From an optimization exercise on the open Yosys and OpenROAD flow, aimed at small area and a short achievable clock period; shortcuts taken in it are not production practice. The RTL was checked by simulation tests, not by an equivalence proof against the original design.

## flow/design.v (module list and top-level ports; edited modules follow where they fit)
// module tgb_cos_rom: 75 lines
// module tgb_chan_trial: 1527 lines
// module tgb_fa: 4 lines
// module tgb_ha: 4 lines
module tgb_chan_trial (
    input  wire               clk,
    input  wire               rst,         
    input  wire               scheme,      
    input  wire [3:0]         sps,         
    input  wire [7:0]         phase_inc,   
    input  wire [7:0]         sigma,       
    input  wire               start,       
    input  wire               s_valid,
    input  wire [1:0]         sym_i,       
    input  wire [1:0]         sym_q,       
    input  wire signed [9:0]  noise,       
    output reg                r_valid,
    output wire signed [25:0] r_stat_i,
    output wire signed [25:0] r_stat_q,
    output wire               r_dec_i,     
    output wire               r_dec_q,
    output wire [15:0]        r_errs
);
  // ...
==> flow/flow/run.sh <==
#!/bin/bash
set -euo pipefail
cd "$(dirname "$0")/.."
bash standard.sh "BUFFER_PORTS_ARGS=-buffer_cell sky130_fd_sc_hd__buf_2" finish > standard_flow.log 2>&1
==> flow/standard.sh <==
#!/bin/bash
# synth_recipe.tcl (not shown) runs the flow's synth.tcl, then flattens the netlist and writes it again
# the make line also repeats each setting of config.mk as NAME=value (left out here)
make -C /OpenROAD-flow-scripts/flow DESIGN_CONFIG=/design/flow/config.mk WORK_HOME=/design/flow/orfs CLKGATE_MAP_FILE= SYNTH_SCRIPT=/design/flow/synth_recipe.tcl "${@:-finish}"
==> flow/config.mk <==
export PLATFORM = sky130hd
export DESIGN_NAME = tgb_chan_trial
export DESIGN_NICKNAME = tgb_chan_trial
export VERILOG_FILES = /design/flow/design.v
export SDC_FILE = /design/flow/constraint.sdc
export NUM_CORES = 4
export LEC_CHECK = 0
export ABC_AREA = 1
export CAP_MARGIN = 20
export CORE_MARGIN = 2
export CORE_UTILIZATION = 40
export CTS_BUF_LIST = sky130_fd_sc_hd__clkbuf_8
export SLEW_MARGIN = 20
export SYNTH_HIERARCHICAL = 1
==> flow/constraint.sdc <==
create_clock -name core_clock -period 30.0 [get_ports {clk}]
set_input_delay 6.0000 -clock core_clock [delete_from_list [all_inputs] [get_ports {clk}]]
set_output_delay 6.0000 -clock core_clock [all_outputs]
set_load 0.01 [all_outputs]
==> impl_results.md, run 1 <==
* Status: no timing/DRC/antenna violations
* Post CTS Setup Buffer Count at 0
* HPWL Detailed at 36400 um
* Finished Cell Area at 0.0215 mm^2
* Critical Path Stages at 1
* Ys flop type: dfxtp_1
* Critical Path, Cell by Cell: buf_2
* Number of max-cap violations at 0
* Reg2Reg Setup Slack at 23.01 ns
* FFs & Latches at 208
* # IOs at 110
* Die Ht at 226 um
* Minimum clock period at 7.22 ns
* Synth unique cells at 49
* Sequential Area at 0.00433 mm^2
* Post-synthesis adder-cell area fraction at 33.1%
* Final Setup Violations at 0
* CP arrival at 1.22 ns
* Final worst setup slack at 22.78 ns
* Syn_nets at 2770
* Inst Count DP at 3013
* Yosys reg bits at 208
* Critical Path Slowest Stage Cell: edfxtp_1
* Top cells by count, synth: nand2_1, inv_1, ha_1, nor2_1, xor2_1
* Worst-case reg-to-reg path depth at 24
* Crit path max-delay family: flip-flops
==> run 2: changes to the inputs <==
--- a/flow/design.v
+++ b/flow/design.v
@@ -110,19 +110,37 @@
     end
     reg  [7:0] phase;
     reg  [3:0] cnt;
     reg        ffirst;                     
     wire [7:0] ph    = st0 ? 8'd0 : phase;
     wire [3:0] ccnt  = st0 ? 4'd0 : cnt;
     wire       cff   = st0 | ffirst;
     wire       last  = (ccnt == sps0 - 4'd1);
+    wire [7:0] ph_next;
+    wire pa_s1, pa_c2;
+    tgb_ha pa_s1_ha (.a(ph[0]), .b(pinc0[0]), .s(pa_s1), .co(pa_c2));
+    wire pa_s3, pa_c4;
+    tgb_fa pa_s3_fa (.a(ph[1]), .b(pinc0[1]), .c(pa_c2), .s(pa_s3), .co(pa_c4));
+    wire pa_s5, pa_c6;
+    tgb_fa pa_s5_fa (.a(ph[2]), .b(pinc0[2]), .c(pa_c4), .s(pa_s5), .co(pa_c6));
+    wire pa_s7, pa_c8;
+    tgb_fa pa_s7_fa (.a(ph[3]), .b(pinc0[3]), .c(pa_c6), .s(pa_s7), .co(pa_c8));
+    wire pa_s9, pa_c10;
+    tgb_fa pa_s9_fa (.a(ph[4]), .b(pinc0[4]), .c(pa_c8), .s(pa_s9), .co(pa_c10));
+    wire pa_s11, pa_c12;
+    tgb_fa pa_s11_fa (.a(ph[5]), .b(pinc0[5]), .c(pa_c10), .s(pa_s11), .co(pa_c12));
+    wire pa_s13, pa_c14;
+    tgb_fa pa_s13_fa (.a(ph[6]), .b(pinc0[6]), .c(pa_c12), .s(pa_s13), .co(pa_c14));
+    wire pa_s15, pa_c16;
+    tgb_fa pa_s15_fa (.a(ph[7]), .b(pinc0[7]), .c(pa_c14), .s(pa_s15), .co(pa_c16));
+    assign ph_next = {pa_s15, pa_s13, pa_s11, pa_s9, pa_s7, pa_s5, pa_s3, pa_s1};
     always @(posedge clk) begin
         if (v0) begin
-            phase  <= ph + pinc0;
+            phase  <= ph_next;
             cnt    <= last ? 4'd0 : ccnt + 4'd1;
             ffirst <= cff & ~last;
         end else begin
             phase  <= ph;
             cnt    <= ccnt;
             ffirst <= cff;
         end
     end
@@ -728,17 +746,42 @@
     wire qc_o250 = qc_s202 ^ qc_g241;
     wire qc_o251 = qc_s204 ^ qc_g238;
     wire qc_o252 = qc_s206 ^ qc_g242;
     wire qc_o253 = qc_s208 ^ qc_g235;
     wire qc_o254 = qc_s210 ^ qc_g243;
     wire qc_o255 = qc_s212 ^ qc_g239;
     wire qc_o256 = qc_s214 ^ qc_g244;
     assign rxq = {qc_o256, qc_o255, qc_o254, qc_o253, qc_o252, qc_o251, qc_o250, qc_o249, qc_o248, qc_o247, qc_o246, qc_o245};
-    wire [11:0] rxb = u1 + nz1;
+    wire [11:0] rxb;
+    wire rb_s1, rb_c2;
+    tgb_ha rb_s1_ha (.a(u1[0]), .b(nz1[0]), .s(rb_s1), .co(rb_c2));
+    wire rb_s3, rb_c4;
+    tgb_fa rb_s3_fa (.a(u1[1]), .b(nz1[1]), .c(rb_c2), .s(rb_s3), .co(rb_c4));
+    wire rb_s5, rb_c6;
+    tgb_fa rb_s5_fa (.a(u1[2]), .b(nz1[2]), .c(rb_c4), .s(rb_s5), .co(rb_c6));
+    wire rb_s7, rb_c8;
+    tgb_fa rb_s7_fa (.a(u1[3]), .b(nz1[3]), .c(rb_c6), .s(rb_s7), .co(rb_c8));
+    wire rb_s9, rb_c10;
+    tgb_fa rb_s9_fa (.a(u1[4]), .b(nz1[4]), .c(rb_c8), .s(rb_s9), .co(rb_c10));
+    wire rb_s11, rb_c12;
+    tgb_fa rb_s11_fa (.a(u1[5]), .b(nz1[5]), .c(rb_c10), .s(rb_s11), .co(rb_c12));
+    wire rb_s13, rb_c14;
+    tgb_fa rb_s13_fa (.a(u1[6]), .b(nz1[6]), .c(rb_c12), .s(rb_s13), .co(rb_c14));
+    wire rb_s15, rb_c16;
+    tgb_fa rb_s15_fa (.a(u1[7]), .b(nz1[7]), .c(rb_c14), .s(rb_s15), .co(rb_c16));
+    wire rb_s17, rb_c18;
+    tgb_fa rb_s17_fa (.a(u1[8]), .b(nz1[8]), .c(rb_c16), .s(rb_s17), .co(rb_c18));
+    wire rb_s19, rb_c20;
+    tgb_fa rb_s19_fa (.a(u1[9]), .b(nz1[9]), .c(rb_c18), .s(rb_s19), .co(rb_c20));
+    wire rb_s21, rb_c22;
+    tgb_fa rb_s21_fa (.a(u1[10]), .b(nz1[10]), .c(rb_c20), .s(rb_s21), .co(rb_c22));
+    wire rb_s23, rb_c24;
+    tgb_fa rb_s23_fa (.a(u1[11]), .b(nz1[11]), .c(rb_c22), .s(rb_s23), .co(rb_c24));
+    assign rxb = {rb_s23, rb_s21, rb_s19, rb_s17, rb_s15, rb_s13, rb_s11, rb_s9, rb_s7, rb_s5, rb_s3, rb_s1};
     wire [11:0] rx  = sch1 ? rxq : rxb;
     reg        v2, l2, f2, ff2, sch2, ei2, eq2, cn2, sn2;
     reg [11:0] rx2;
     reg [8:0]  cm2, sm2;
     always @(posedge clk) begin
         v2   <= v1 & ~rst;
         l2   <= l1;
         f2   <= f1 & v1;
@@ -1579,17 +1622,47 @@
     wire mq_o409 = mq_s316 ^ mq_g385;
     wire mq_o410 = mq_s318 ^ mq_g375;
     wire mq_o411 = mq_s320 ^ mq_g386;
     wire mq_o412 = mq_s322 ^ mq_g368;
     assign sum_q = {mq_o412, mq_o411, mq_o410, mq_o409, mq_o408, mq_o407, mq_o406, mq_o405, mq_o404, mq_o403, mq_o402, mq_o401, mq_o400, mq_o399, mq_o398, mq_o397, mq_o396, mq_o395, mq_o394, mq_o393, mq_o392, mq_o391, mq_o390, mq_o389, mq_o388};
     wire err_i = sum_i[24] == ei2;
     wire err_q = sch2 & (sum_q[24] == eq2);
     wire [15:0] eb  = ff2 ? 16'd0 : errs;
-    wire [14:0] eu1 = eb[15:1] + 15'd1;
+    wire [14:0] eu1;
+    wire ei_o1 = ~eb[1];
+    wire ei_s2, ei_c3;
+    tgb_ha ei_s2_ha (.a(eb[2]), .b(eb[1]), .s(ei_s2), .co(ei_c3));
+    wire ei_s4, ei_c5;
+    tgb_ha ei_s4_ha (.a(eb[3]), .b(ei_c3), .s(ei_s4), .co(ei_c5));
+    wire ei_s6, ei_c7;
+    tgb_ha ei_s6_ha (.a(eb[4]), .b(ei_c5), .s(ei_s6), .co(ei_c7));
+    wire ei_s8, ei_c9;
+    tgb_ha ei_s8_ha (.a(eb[5]), .b(ei_c7), .s(ei_s8), .co(ei_c9));
+    wire ei_s10, ei_c11;
+    tgb_ha ei_s10_ha (.a(eb[6]), .b(ei_c9), .s(ei_s10), .co(ei_c11));
+    wire ei_s12, ei_c13;
+    tgb_ha ei_s12_ha (.a(eb[7]), .b(ei_c11), .s(ei_s12), .co(ei_c13));
+    wire ei_s14, ei_c15;
+    tgb_ha ei_s14_ha (.a(eb[8]), .b(ei_c13), .s(ei_s14), .co(ei_c15));
+    wire ei_s16, ei_c17;
+    tgb_ha ei_s16_ha (.a(eb[9]), .b(ei_c15), .s(ei_s16), .co(ei_c17));
+    wire ei_s18, ei_c19;
+    tgb_ha ei_s18_ha (.a(eb[10]), .b(ei_c17), .s(ei_s18), .co(ei_c19));
+    wire ei_s20, ei_c21;
+    tgb_ha ei_s20_ha (.a(eb[11]), .b(ei_c19), .s(ei_s20), .co(ei_c21));
+    wire ei_s22, ei_c23;
+    tgb_ha ei_s22_ha (.a(eb[12]), .b(ei_c21), .s(ei_s22), .co(ei_c23));
+    wire ei_s24, ei_c25;
+    tgb_ha ei_s24_ha (.a(eb[13]), .b(ei_c23), .s(ei_s24), .co(ei_c25));
+    wire ei_s26, ei_c27;
+    tgb_ha ei_s26_ha (.a(eb[14]), .b(ei_c25), .s(ei_s26), .co(ei_c27));
+    wire ei_s28, ei_c29;
+    tgb_ha ei_s28_ha (.a(eb[15]), .b(ei_c27), .s(ei_s28), .co(ei_c29));
+    assign eu1 = {ei_s28, ei_s26, ei_s24, ei_s22, ei_s20, ei_s18, ei_s16, ei_s14, ei_s12, ei_s10, ei_s8, ei_s6, ei_s4, ei_s2, ei_o1};
     wire        ec1 = (err_i & err_q) | ((err_i ^ err_q) & eb[0]);
     wire [15:0] errs_new = {ec1 ? eu1 : eb[15:1], eb[0] ^ err_i ^ err_q};
     always @(posedge clk) begin
         if (rst) r_valid <= 1'b0;
         else     r_valid <= v2 & l2;
         acc_i <= sum_i;
         acc_q <= sum_q;
         if (v2 & l2) errs <= errs_new;
==> flow/config.mk (replaced) <==
export PLATFORM = sky130hd
export DESIGN_NAME = tgb_chan_trial
export DESIGN_NICKNAME = tgb_chan_trial
export VERILOG_FILES = /design/flow/design.v
export SDC_FILE = /design/flow/constraint.sdc
export NUM_CORES = 4
export LEC_CHECK = 0
export ABC_AREA = 1
export CAP_MARGIN = 20
export CORE_MARGIN = 2
export CORE_UTILIZATION = 60
export SLEW_MARGIN = 20
export SYNTH_HIERARCHICAL = 1
==> impl_results.md, run 2 <==
* Clock buffer depth at 3
* Initial antenna violation count at 1
* HPWL Detailed at 32800 um (-9.8%)
* First-pass detailed-route iteration total at 6
* Vias in the first global route at 14661
* Layout area overhead at 7.64%
* Clock sink count at 208
* Total gr overflow at 0
* WP data required at 24.00 ns
* Post CTS Setup Buffer Count at 0 (unchanged)
* Share of Yosys cell area claimed by the top area cell type at 19.8%
* Sequential fraction of the synthesis area at 22.3%
* Synth Area in Compound Gates at 9.81%
* CP arrival at 1.12 ns (-0.10 ns)
* Commonest non-fill, non-tap cell in the layout: nand2_1
* Simple-gate share of the synthesized area at 14.0%
* Post-synthesis xor/xnor area fraction at 11.1%
* Syn_nets at 2670 (-3.6%)
* DRT antenna net count at 0
* Die Ht at 184 um (-19%)
* TNS Setup at 0 ns
* Vias at 14720
* CTS Buf Count at 25
* Core area at 0.0316 mm^2
* Top cells by count, synth: nand2_1, ha_1, inv_1, nor2_1, dfxtp_1
* RR Startpoint: sn2
* Mux cell area share after synthesis at 0%
* # DRC at 0
* Worst Clk Skew at 0.0279 ns
* Critical Path Sink: r_errs[0]
* Row count at 65
* Crit path max-delay family: flip-flops
* Unrepaired setup endpoints after global routing: false
* Critical Path, Cell by Cell: buf_2
* Crit Path Category: flip-flop to output port
* Post-synth EDFFs at 16
* Fin crit share at 23.7%
* Initial core utilization at 61.2%
* Post-Syn Area at 0.0194 mm^2
* Buf+Inv Stages, Crit Path at 1
* Async SR Flop Fraction at 0%
* Final net count at 2730
* Worst skew pair latency at 0.56 ns
* Max incr delay on CP at 0.40 ns
* CTS H-tree depth at 1
* Hold-fix buffers, CTS at 0
* First-pass GRT wire length at 71100 um
* Inst Count DP at 2637 (-12%)
* Reg2Reg Setup Slack at 23.28 ns (+0.27 ns)
* Critical Path Slowest Stage Cell: edfxtp_1
* Yosys reg bits at 208 (unchanged)
* Status: no timing/DRC/antenna violations
* Number of max-cap violations at 0 (unchanged)
* CTS clk-pin slew, worst paths at 0.06 ns
* Slew HR at 32.3%
* IO buf count at 109
* Proportion of layout cells with a drive suffix above 1 at 10.3%
* Startpoint types: flip-flop
* Commonest cells after routing, fill and taps aside: nand2_1, ha_1, inv_1, nor2_1, dfxtp_1
* Largest family of logic cells by synthesized area: adder cells
* Ys flop type: dfxtp_1
* RD Place Congestion at 0.908
* Final Setup Violations at 0 (unchanged)
* Most frequent cell after synthesis: nand2_1
* Total wire length at 42400 um
* Post-cts sizing count at 0
* Mean Syn Cell Area at 8.79 um^2
* Worst-Margin Slew at 1.02 ns
* Minimum clock period at 7.12 ns (-0.102 ns)
* Pin count of the biggest net entering global routing at 44
* CP max FO at 2
* Clock Tree Root: clkbuf_16
* 1st-iter DRT viols at 1103
* # IOs at 110 (unchanged)
* DR WL/cell at 15.8 um
* Worst min path class: flip-flop to flip-flop
* Max Slew Vio Count at 0
* FF-to-FF End: errs[1]
* Crit. End Element: output port
* Mapped Cells at 2202
* Synth unique cells at 50 (+2.0%)
* Leading area contributor after synthesis: dfxtp_1
* Synth top area cells: dfxtp_1, fa_1, ha_1, xor2_1, nand2_1
* Hold Violations, Final at 0
* Post-synthesis adder-cell area fraction at 35.0% (+1.9 points)
* TritonCTS clock tree: built
* Max frequency at 140 MHz
* Non-filler cells, final at 2684
* CP Launch Point: errs[0]
* Top flop regs: acc_i (25), acc_q (25), errs (16)
* Die Width at 184 um
* Worst-case reg-to-reg path depth at 23 (-4.2%)
* Critical Path Stages at 1 (unchanged)
* Fin util at 65.9%
* Warnings, synthesis at 8
* Vias per cell at 5.48
* Die area at 0.0337 mm^2
* Gr usage total at 25.8%
-- run 2: cell types whose count changed after synthesis, moves of 6 or more --
cell     delta
a21oi_1    -24
buf_6       +6
fa_1       +16
inv_1      -45
inv_2       +7
nand2_1    -20
nand2_2     +8
nand3_1    -15
nor2_1     +15
nor3_1      -6
o21ai_0    -32
o21ai_2     +9
xor2_1     -13
-- run 2: area by class of cell --
type                    count  area (um^2)
multi-input cells        1653        13600
fillers                  2692        10800
flip-flops and latches    208         4320
inverters                 251          955
clock buffers              32          713
repair buffers            123          651
well taps                 402          503
clock inverters            14          141
diodes                      1         2.50
-- run 2: kinds of logic after synthesis --
kind of cell	Yosys count
buffers and inverters	341
DFF	208
and+or+nand+nor	666
adders and majority gates	429
AOI/OAI and AO/OA	313
xor gates and xnor gates	245
-- run 2: routing by layer --
metal  share of wire (%)  vias to the layer above  track usage [%]  wire [um]
li1                    -                     7284                -          -
met1                  45                     6972             35.1      19100
met2                  47                      389             42.9      19700
met3                 5.7                       75             4.06       2420
met4                 2.5                        0             7.42       1060
met5                   0                        -                0          0
-- run 2: how the worst min path moves through the flow --
stage	start	to	cells past startpoint
6_report	ei1	ei2	0
3_5_place_dp	sm1[7]	sm2[7]	0
4_1_cts	ei1	ei2	0
5_1_grt	eq1	eq2	0
2_1_floorplan	cm1[0]	cm2[0]	0
3_3_place_gp	sm1[8]	sm2[8]	0
-- run 2: worst reg2reg max path: stages, from the launching register on --
cell	delay, ns
dfxtp_1	0.92
xnor2_1	0.28
inv_1	0.49
xor2_1	0.15
ha_1	0.35
fa_1	0.44
fa_1	0.58
fa_1	0.43
ha_1	0.35
nand2_1	0.06
inv_1	0.07
nand3_1	0.10
nor2_1	0.10
nand2_1	0.07
nand2_2	0.09
nand2_1	0.10
nand2_1	0.10
nand2_1	0.07
nand2_1	0.08
nor2_1	0.04
nor2_1	0.42
fa_1	0.59
inv_1	0.36
xor2_1	0.25
-- run 2: per-module statistics from Yosys, one instance, submodules excluded --
module          flops+latches  cell area, um^2
tgb_cos_rom                 0             1450
tgb_chan_trial            208            12000
tgb_fa                      0             20.0
tgb_ha                      0             12.5
-- run 2: stage by stage --
stage | hold WS [ns] | setup WS [ns] | area (um^2)
floorplan | 0.310 | 23.47 | 19400
global placement | 0.311 | 23.35 | 20000
detailed placement | 0.312 | 23.23 | 20000
CTS | 0.324 | 22.85 | 20800
global route | 0.335 | 22.71 | 20800
finish | 0.320 | 22.88 | 20800
==> run 3: changes to the inputs <==
--- a/flow/config.mk
+++ b/flow/config.mk
@@ -10,3 +10,3 @@
 export CORE_MARGIN = 2
-export CORE_UTILIZATION = 60
+export CORE_UTILIZATION = 40
 export SLEW_MARGIN = 20
==> impl_results.md, run 3 <==
* CTS clk-pin slew, worst paths at 0.06 ns (about the same)
* Max frequency at 140 MHz (-0.21%)
* Synth unique cells at 50 (unchanged)
* Synth Area in Compound Gates at 9.81% (unchanged)
* Share of Yosys cell area claimed by the top area cell type at 19.8% (unchanged)
* Worst hold slack at 0.322 ns (+0.00139 ns)
* Layout area overhead at 9.26%
* DRT antenna net count at 0 (unchanged)
* Post-synth EDFFs at 16 (unchanged)
* Max Slew Vio Count at 0 (unchanged)
* Mux cell area share after synthesis at 0% (unchanged)
* Post-Syn Area at 0.0194 mm^2 (unchanged)
* Most frequent cell after synthesis: nand2_1
* Number of max-cap violations at 0 (unchanged)
* Status: no timing/DRC/antenna violations
* Post-cts sizing count at 0 (unchanged)
* Post CTS Setup Buffer Count at 0 (unchanged)
* HPWL Detailed at 34800 um (+6.1%)
* Startpoint types: flip-flop
* IO buf count at 109 (unchanged)
* Inserted Diodes at 0 (-1)
* Unrepaired setup endpoints after global routing: false
* Synth top area cells: dfxtp_1, fa_1, ha_1, xor2_1, nand2_1
* Warnings, synthesis at 8 (unchanged)
* Die Width at 224 um (+22%)
* DR WL/cell at 15.2 um (-3.8%)
* Syn_nets at 2670 (unchanged)
* Max incr delay on CP at 0.41 ns (about the same)
* Ys flop type: dfxtp_1
* Yosys reg bits at 208 (unchanged)
* First-pass GRT wire length at 73900 um (+3.9%)
* Worst Clk Skew at 0.0241 ns (-0.00380 ns)
* Hold-fix buffers, CTS at 0 (unchanged)
* Buf+Inv Stages, Crit Path at 1 (unchanged)
* Mean Syn Cell Area at 8.79 um^2 (unchanged)
* CP max FO at 2 (unchanged)
* Die Ht at 224 um (+22%)
* Hold Violations, Final at 0 (unchanged)
* Total gr overflow at 0 (unchanged)
* Vias in the first global route at 14743 (+0.56%)
* Critical Path Slowest Stage Cell: edfxtp_1
* Top cells by count, synth: nand2_1, ha_1, inv_1, nor2_1, dfxtp_1
* CTS H-tree depth at 1 (unchanged)
* Initial core utilization at 40.6% (-21 points)
* Worst skew pair latency at 0.56 ns (about the same)
* Commonest cells after routing, fill and taps aside: nand2_1, ha_1, inv_1, nor2_1, dfxtp_1
* # DRC at 0 (unchanged)
* Final net count at 2730 (unchanged)
* Largest family of logic cells by synthesized area: adder cells
* Core area at 0.0477 mm^2 (+51%)
* CTS Buf Count at 26 (+4.0%)
* Die area at 0.0502 mm^2 (+49%)
* Row count at 80 (+23%)
* Vias at 14588 (-0.90%)
* Post-synthesis adder-cell area fraction at 35.0% (unchanged)
* Met3 Use GR at 2.33% (-1.7 points)
* Sequential fraction of the synthesis area at 22.3% (unchanged)
* Final Setup Violations at 0 (unchanged)
* Crit path max-delay family: flip-flops
* Simple-gate share of the synthesized area at 14.0% (unchanged)
* Minimum clock period at 7.14 ns (+0.0150 ns)
* Top flop regs: acc_i (25), acc_q (25), errs (16)
* Commonest non-fill, non-tap cell in the layout: nand2_1
* Clock sink count at 208 (unchanged)
* Leading area contributor after synthesis: dfxtp_1
* Crit Path Category: flip-flop to output port
* Worst-Margin Slew at 0.990 ns (-0.0251 ns)
* Total wire length at 44000 um (+3.8%)
* Mapped Cells at 2202 (unchanged)
* Gr usage total at 17.9% (-7.9 points)
* Slew HR at 33.9% (+1.6 points)
* First-pass detailed-route iteration total at 5 (-1)
* Grt met1 use at 23.9% (-11 points)
* Pin count of the biggest net entering global routing at 44 (unchanged)
* Crit. End Element: output port
* Clock buffer depth at 3 (unchanged)
* WP data required at 24.00 ns (about the same)
* Most used routing layer: met2
* Worst min path class: flip-flop to flip-flop
* 1st-iter DRT viols at 808 (-27%)
* # IOs at 110 (unchanged)
* Met2 track utilization from global routing at 31.0% (-12 points)
* RD Place Congestion at 0.888 (-2.2%)
* Post-synthesis xor/xnor area fraction at 11.1% (unchanged)
* Fin crit share at 23.8% (+0.050 points)
* TNS Setup at 0 ns (unchanged)
* Proportion of layout cells with a drive suffix above 1 at 10.4% (+0.044 points)
* Initial antenna violation count at 0 (-1)
* TritonCTS clock tree: built
* CP arrival at 1.14 ns (+0.02 ns)
* Async SR Flop Fraction at 0% (unchanged)
* Clock Tree Root: clkbuf_16
* Critical Path, Cell by Cell: buf_2
* Vias per cell at 5.04 (-8.2%)
[run 3: metal layers]
metal	up-vias	share of wire [%]
li1	7284	-
met1	6926	44
met2	328	49
met3	50	5.1
met4	0	1.7
met5	-	0
[run 3: final timing paths]
path	slack, ns	to	depth (start not counted)	start
worst min register to register	0.32	sn2	0	sn1
worst min-delay path	0.32	sn2	0	sn1
worst max register to register	23.29	errs[1]	22	sn2
worst max-delay path	22.86	r_errs[7]	1	errs[7]
[run 3: cells by family after synthesis]
| kind of cell | Yosys count |
|---|---|
| and+or+nand+nor | 666 |
| AOI/OAI and AO/OA | 313 |
| DFF | 208 |
| buffers and inverters | 341 |
| adders and majority gates | 429 |
| xor gates and xnor gates | 245 |
[run 3: cell type report]
type,count,area [um^2]
fill,4653,26600
multi-input combinational,1653,13600
sequential,208,4320
inverter,251,955
tap,615,769
clock buffer,30,696
timing repair buffer,122,643
clock inverter,17,216
[run 3: modules after synthesis, one instance, submodules excluded]
| module | cells | times used | flops+latches | cell area (um^2) |
|---|---|---|---|---|
| tgb_cos_rom | 297 | 1 | 0 | 1450 |
| tgb_chan_trial | 1544 | 1 | 208 | 12000 |
| tgb_fa | 1 | 188 | 0 | 20.0 |
| tgb_ha | 1 | 173 | 0 | 12.5 |
[run 3: through the flow]
step	utilization, %	setup slack (ns)	instances	cell area (um^2)
final	44.3	22.86	2896	21200
after global routing	44.3	22.79	2896	21200
after CTS	44.3	22.83	2896	21200
after detailed placement	42.4	23.22	2849	20200
after global placement	42.4	23.37	2849	20200
after floorplan	-	23.47	2202	19400
==> run 4: changes to the inputs <==
==> flow/flow/run.sh (replaced) <==
#!/bin/bash
set -euo pipefail
cd "$(dirname "$0")/.."
bash standard.sh "BUFFER_PORTS_ARGS=-buffer_cell sky130_fd_sc_hd__buf_1" finish > standard_flow.log 2>&1
==> impl_results.md, run 4 <==
* Crit path max-delay family: flip-flops
* Minimum clock period at 7.11 ns (-0.0314 ns)
* CP arrival at 1.11 ns (-0.03 ns)
* Die Width at 224 um (unchanged)
* Clock Tree Root: clkbuf_16
* Commonest non-fill, non-tap cell in the layout: nand2_1
* TritonCTS clock tree: built
* Buf+Inv Stages, Crit Path at 1 (unchanged)
* Clock sink count at 208 (unchanged)
* Leading area contributor after synthesis: dfxtp_1
* # DRC at 0 (unchanged)
* TNS Setup at 0 ns (unchanged)
* Clock buffer depth at 3 (unchanged)
* Die Ht at 224 um (unchanged)
* WP data required at 24.00 ns (about the same)
* Synth unique cells at 50 (unchanged)
* Post CTS Setup Buffer Count at 0 (unchanged)
* Ys flop type: dfxtp_1
* Critical Path Slowest Stage Cell: edfxtp_1
* Gr usage total at 17.7% (-0.18 points)
* Post-synth EDFFs at 16 (unchanged)
* Post-cts sizing count at 0 (unchanged)
* Max incr delay on CP at 0.41 ns (about the same)
* Mean Syn Cell Area at 8.79 um^2 (unchanged)
* Unrepaired setup endpoints after global routing: false
* CP max FO at 2 (unchanged)
* Initial antenna violation count at 0 (unchanged)
* Initial core utilization at 40.6% (unchanged)
* Top flop regs: acc_i (25), acc_q (25), errs (16)
* CTS clk-pin slew, worst paths at 0.06 ns (about the same)
* Post-Syn Area at 0.0194 mm^2 (unchanged)
* DR WL/cell at 15.2 um (about the same)
* Max Slew Vio Count at 0 (unchanged)
* Vias in the first global route at 14770 (+0.18%)
* Sequential fraction of the synthesis area at 22.3% (unchanged)
* Hold Violations, Final at 0 (unchanged)
* RD Place Congestion at 0.894 (+0.65%)
* Top cells by count, synth: nand2_1, ha_1, inv_1, nor2_1, dfxtp_1
* Fin util at 43.9% (-0.47 points)
* Warnings, synthesis at 8 (unchanged)
* Fillers at 4673 (+0.43%)
* Crit. End Element: output port
* Status: no timing/DRC/antenna violations
* Vias per cell at 5.07 (+0.69%)
* 1st-iter DRT viols at 741 (-8.3%)
* Crit Path Category: flip-flop to output port
* Commonest cells after routing, fill and taps aside: nand2_1, ha_1, inv_1, nor2_1, dfxtp_1
* Proportion of layout cells with a drive suffix above 1 at 5.49% (-4.9 points)
* # IOs at 110 (unchanged)
* Yosys reg bits at 208 (unchanged)
* CTS Buf Count at 25 (-3.8%)
* Layout area overhead at 8.11%
* Total gr overflow at 0 (unchanged)
* Row count at 80 (unchanged)
* Worst skew pair latency at 0.55 ns (about the same)
* HPWL Detailed at 34600 um (-0.75%)
* Hold-fix buffers, CTS at 0 (unchanged)
* CTS H-tree depth at 1 (unchanged)
* Inst Count DP at 2849 (unchanged)
* Synth top area cells: dfxtp_1, fa_1, ha_1, xor2_1, nand2_1
* IO buf count at 109 (unchanged)
* Mapped Cells at 2202 (unchanged)
* Startpoint types: flip-flop
* Most frequent cell after synthesis: nand2_1
* Vias at 14673 (+0.58%)
* Core area at 0.0477 mm^2 (unchanged)
* Slew HR at 33.6% (-0.27 points)
* Worst min path class: flip-flop to flip-flop
* Final net count at 2729 (-0.037%)
* First-pass GRT wire length at 73100 um (-1.1%)
* Total wire length at 43900 um (-0.13%)
* Non-filler cells, final at 2893 (-0.10%)
* Die area at 0.0502 mm^2 (unchanged)
* Syn_nets at 2670 (unchanged)
* Worst-Margin Slew at 0.994 ns (+0.00406 ns)
* Final Setup Violations at 0 (unchanged)
* Async SR Flop Fraction at 0% (unchanged)
* Pin count of the biggest net entering global routing at 44 (unchanged)
* DRT antenna net count at 0 (unchanged)
* Critical Path, Cell by Cell: buf_1
* First-pass detailed-route iteration total at 6 (+1)
* Worst hold slack at 0.325 ns (+0.00329 ns)
* Share of Yosys cell area claimed by the top area cell type at 19.8% (unchanged)
* Inserted Diodes at 0 (unchanged)
* Max frequency at 141 MHz (+0.44%)
* Fin crit share at 23.7% (-0.10 points)
* Worst Clk Skew at 0.00617 ns (-0.0179 ns)
* Number of max-cap violations at 0 (unchanged)
-- run 4: changes by cell type in the layout (fill, tap and decap cells not counted) --
cell,before,now
bufinv_16,4,1
clkinv_2,5,2
buf_1,0,109
buf_2,109,0
clkinv_8,1,0
clkinv_4,1,5
-- run 4: Yosys stat by module (local to each module, per instance) --
module	cell area (um^2)	cells	flops+latches
tgb_chan_trial	12000	1544	208
tgb_cos_rom	1450	297	0
tgb_ha	12.5	1	0
tgb_fa	20.0	1	0
-- run 4: cells by family (layout without fill, tap and decap cells) --
group / after synthesis / after routing / share of synthesized area [%]
XOR/XNOR: 245 / 245 / 11.1
buffers and inverters: 341 / 417 / 7.71
flip-flops: 208 / 208 / 22.3
adder cells (fa/ha/maj): 429 / 429 / 35.0
AO/OA/AOI/OAI: 313 / 313 / 9.81
AND/OR/NAND/NOR: 666 / 666 / 14.0
-- run 4: layout make-up --
class | instances | area, um^2 | share of cell area, %
Inverter | 251 | 955 | 4.56
Sequential cell | 208 | 4320 | 20.7
Clock buffer | 30 | 696 | 3.32
Multi-Input combinational cell | 1653 | 13600 | 64.7
Clock inverter | 14 | 130 | 0.621
Timing Repair Buffer | 122 | 507 | 2.42
Tap cell | 615 | 769 | 3.68
-- run 4: metrics by stage --
stage | worst slack (ns) | instance area, um^2
after floorplan | 23.47 | 19400
after global placement | 23.37 | 20100
after detailed placement | 23.27 | 20100
after CTS | 22.85 | 20900
after global routing | 22.81 | 20900
final | 22.89 | 20900
-- run 4: per-layer routing --
metal	routed length (um)	vias to the layer above	global-route usage, %
li1	-	7258	-
met1	19500	7050	23.3
met2	21400	306	30.5
met3	2040	59	2.48
met4	970	0	4.75
met5	0	-	0
-- run 4: worst paths after layout --
kind	startpoint	endpoint	slack, ns	cells past startpoint
min	cm1[8]	cm2[8]	0.32	0
min reg2reg	cm1[8]	cm2[8]	0.32	0
max	errs[15]	r_errs[15]	22.89	1
max reg2reg	sn2	errs[1]	23.31	22
==> run 5: changes to the inputs <==
--- a/flow/config.mk
+++ b/flow/config.mk
@@ -10,3 +10,3 @@
 export CORE_MARGIN = 2
-export CORE_UTILIZATION = 40
+export CORE_UTILIZATION = 60
 export SLEW_MARGIN = 20
==> impl_results.md, run 5 <==
* Hold-fix buffers, CTS at 0 (unchanged)
* Mapped Cells at 2202 (unchanged)
* Layout area overhead at 6.78%
* Proportion of layout cells with a drive suffix above 1 at 5.22% (-0.26 points)
* Share of Yosys cell area claimed by the top area cell type at 19.8% (unchanged)
* Worst skew pair latency at 0.56 ns (about the same)
* Initial core utilization at 61.2% (+21 points)
* Synth top area cells: dfxtp_1, fa_1, ha_1, xor2_1, nand2_1
* Die Ht at 184 um (-18%)
* Crit Path Category: flip-flop to output port
* First-pass detailed-route iteration total at 8 (+2)
* Crit. End Element: output port
* # DRC at 0 (unchanged)
* Max frequency at 141 MHz (about the same)
* Slew HR at 35.2% (+1.6 points)
* Sequential fraction of the synthesis area at 22.3% (unchanged)
* Non-filler cells, final at 2681 (-7.3%)
* Clock sink count at 208 (unchanged)
* RD Place Congestion at 0.894 (about the same)
* Clock Tree Root: clkbuf_16
* # IOs at 110 (unchanged)
* Yosys reg bits at 208 (unchanged)
* Row count at 65 (-19%)
* IO buf count at 109 (unchanged)
* Critical Path Slowest Stage Cell: dfxtp_1
* DRT antenna net count at 0 (unchanged)
* CTS H-tree depth at 1 (unchanged)
* Worst-Margin Slew at 0.972 ns (-0.0224 ns)
* Buf+Inv Stages, Crit Path at 1 (unchanged)
* Minimum clock period at 7.10 ns (-0.00390 ns)
* Async SR Flop Fraction at 0% (unchanged)
* Vias in the first global route at 14657 (-0.77%)
* CTS clk-pin slew, worst paths at 0.06 ns (about the same)
* Worst Clk Skew at 0.0206 ns (+0.0144 ns)
* Total gr overflow at 0 (unchanged)
* Total wire length at 42500 um (-3.3%)
* Hold Violations, Final at 0 (unchanged)
* Top cells by count, synth: nand2_1, ha_1, inv_1, nor2_1, dfxtp_1
* Number of max-cap violations at 0 (unchanged)
* Crit path max-delay family: flip-flops
* TNS Setup at 0 ns (unchanged)
* Fillers at 2713 (-42%)
* Pin count of the biggest net entering global routing at 44 (unchanged)
* Mean Syn Cell Area at 8.79 um^2 (unchanged)
* Post-cts sizing count at 0 (unchanged)
* Post-Syn Area at 0.0194 mm^2 (unchanged)
* CP arrival at 1.10 ns (about the same)
* WP data required at 24.00 ns (about the same)
* Unrepaired setup endpoints after global routing: false
* Syn_nets at 2670 (unchanged)
* Core area at 0.0316 mm^2 (-34%)
* Gr usage total at 26.0% (+8.3 points)
* 1st-iter DRT viols at 1091 (+47%)
* Worst min path class: flip-flop to flip-flop
* Max incr delay on CP at 0.38 ns (-0.03 ns)
* Startpoint types: flip-flop
* Fin util at 65.4% (+22 points)
* Leading area contributor after synthesis: dfxtp_1
* Final Setup Violations at 0 (unchanged)
* Initial antenna violation count at 1 (+1)
* Commonest cells after routing, fill and taps aside: nand2_1, ha_1, inv_1, nor2_1, dfxtp_1
* Inst Count DP at 2637 (-7.4%)
* Max Slew Vio Count at 0 (unchanged)
* Post-synth EDFFs at 16 (unchanged)
* Status: no timing/DRC/antenna violations
* Clock buffer depth at 3 (unchanged)
* TritonCTS clock tree: built
* Warnings, synthesis at 8 (unchanged)
* Fin crit share at 23.7% (about the same)
* Post CTS Setup Buffer Count at 0 (unchanged)
* Critical Path, Cell by Cell: buf_1
* HPWL Detailed at 32900 um (-4.9%)
* CTS Buf Count at 24 (-4.0%)
* DR WL/cell at 15.8 um (+4.3%)
* Vias at 14734 (+0.42%)
* Die Width at 184 um (-18%)
* First-pass GRT wire length at 71200 um (-2.5%)
* Most frequent cell after synthesis: nand2_1
* Commonest non-fill, non-tap cell in the layout: nand2_1
* Final net count at 2729 (unchanged)
* Die area at 0.0337 mm^2 (-33%)
* CP max FO at 2 (unchanged)
* Synth unique cells at 50 (unchanged)
* Vias per cell at 5.50 (+8.4%)
* Top flop regs: acc_i (25), acc_q (25), errs (16)
* Ys flop type: dfxtp_1
run 5: cell counts after synthesis:
No cell type changed its count.
run 5: per-layer routing:
layer  vias to the layer above  global-route usage [%]  wire length, um
met5                         -                       0                0
met1                      6976                    35.0            19000
met2                       414                    44.5            20300
met3                        63                    3.59             2400
li1                       7281                       -                -
met4                         0                    6.14              757
run 5: cell type report:
class	count	area (um^2)	share of cell area, %
antenna	1	2.50	0.0121
clock buffer	28	626	3.03
clock inverter	15	199	0.962
inverter	251	955	4.62
multi-input combinational	1653	13600	65.6
sequential	208	4320	20.9
tap	402	503	2.43
timing repair buffer	123	514	2.49
run 5: cells by family (layout without fill, tap and decap cells):
| group | Yosys count | count (layout) | share of synthesized area (%) |
|---|---|---|---|
| other | 0 | 1 | 0 |
| flip-flops | 208 | 208 | 22.3 |
| buffers and inverters | 341 | 417 | 7.71 |
| AND/OR/NAND/NOR | 666 | 666 | 14.0 |
| AO/OA/AOI/OAI | 313 | 313 | 9.81 |
| XOR/XNOR | 245 | 245 | 11.1 |
| adder cells (fa/ha/maj) | 429 | 429 | 35.0 |
run 5: path summary, 6_finish.rpt:
path / cells past startpoint / end / slack (ns) / startpoint
max: 1 / r_stat_i[1] / 22.90 / acc_i[1]
min: 0 / sm2[8] / 0.33 / sm1[8]
max reg2reg: 22 / errs[1] / 23.30 / sn2
min reg2reg: 0 / sm2[8] / 0.33 / sm1[8]
run 5: Yosys stat by module, one instance, submodules excluded:
module	cell area [um^2]	cells inside	times used	flip-flops and latches
tgb_chan_trial	12000	1544	1	208
tgb_cos_rom	1450	297	1	0
tgb_fa	20.0	1	188	0
tgb_ha	12.5	1	173	0
run 5: metrics by stage:
stage | instance area, um^2 | worst slack (ns) | hold slack (ns)
6_report | 20700 | 22.90 | 0.325
3_5_place_dp | 19900 | 23.22 | 0.312
5_1_grt | 20700 | 22.78 | 0.332
2_1_floorplan | 19400 | 23.47 | 0.310
4_1_cts | 20700 | 22.87 | 0.326
3_3_place_gp | 19900 | 23.34 | 0.312

## static timing again, ports no longer ideal
The results above use ideal ports. As a check the final layouts listed here were re-extracted and re-timed, cells and wires unchanged.
Step 1: set_driving_cell puts a clkbuf_16 on clk and a buf_2 on each other input, an assumption about the parent block.
Step 2 moves the port delays by t, midway between the first and last clock arrival at a register: inputs arrive t later, outputs are due t later. That takes back most of the time a late clock gives input paths.
Three values: no drivers, after step 1, after step 2; two values: the first two.
run | t (ns) | slack for setup (ns) | cell pins on the clock port's net
run 1 | 0.638 | 22.776 / 22.725 / 23.010 | 1
run 2 | 0.602 | 22.878 / 22.826 / 23.276 | 1
run 3 | 0.605 | 22.863 / 22.808 / 23.289 | 1
run 4 | 0.602 | 22.895 / 22.840 / 23.308 | 1
run 5 | 0.603 | 22.899 / 22.843 / 23.303 | 1
After both steps setup and hold are still met in every run listed.
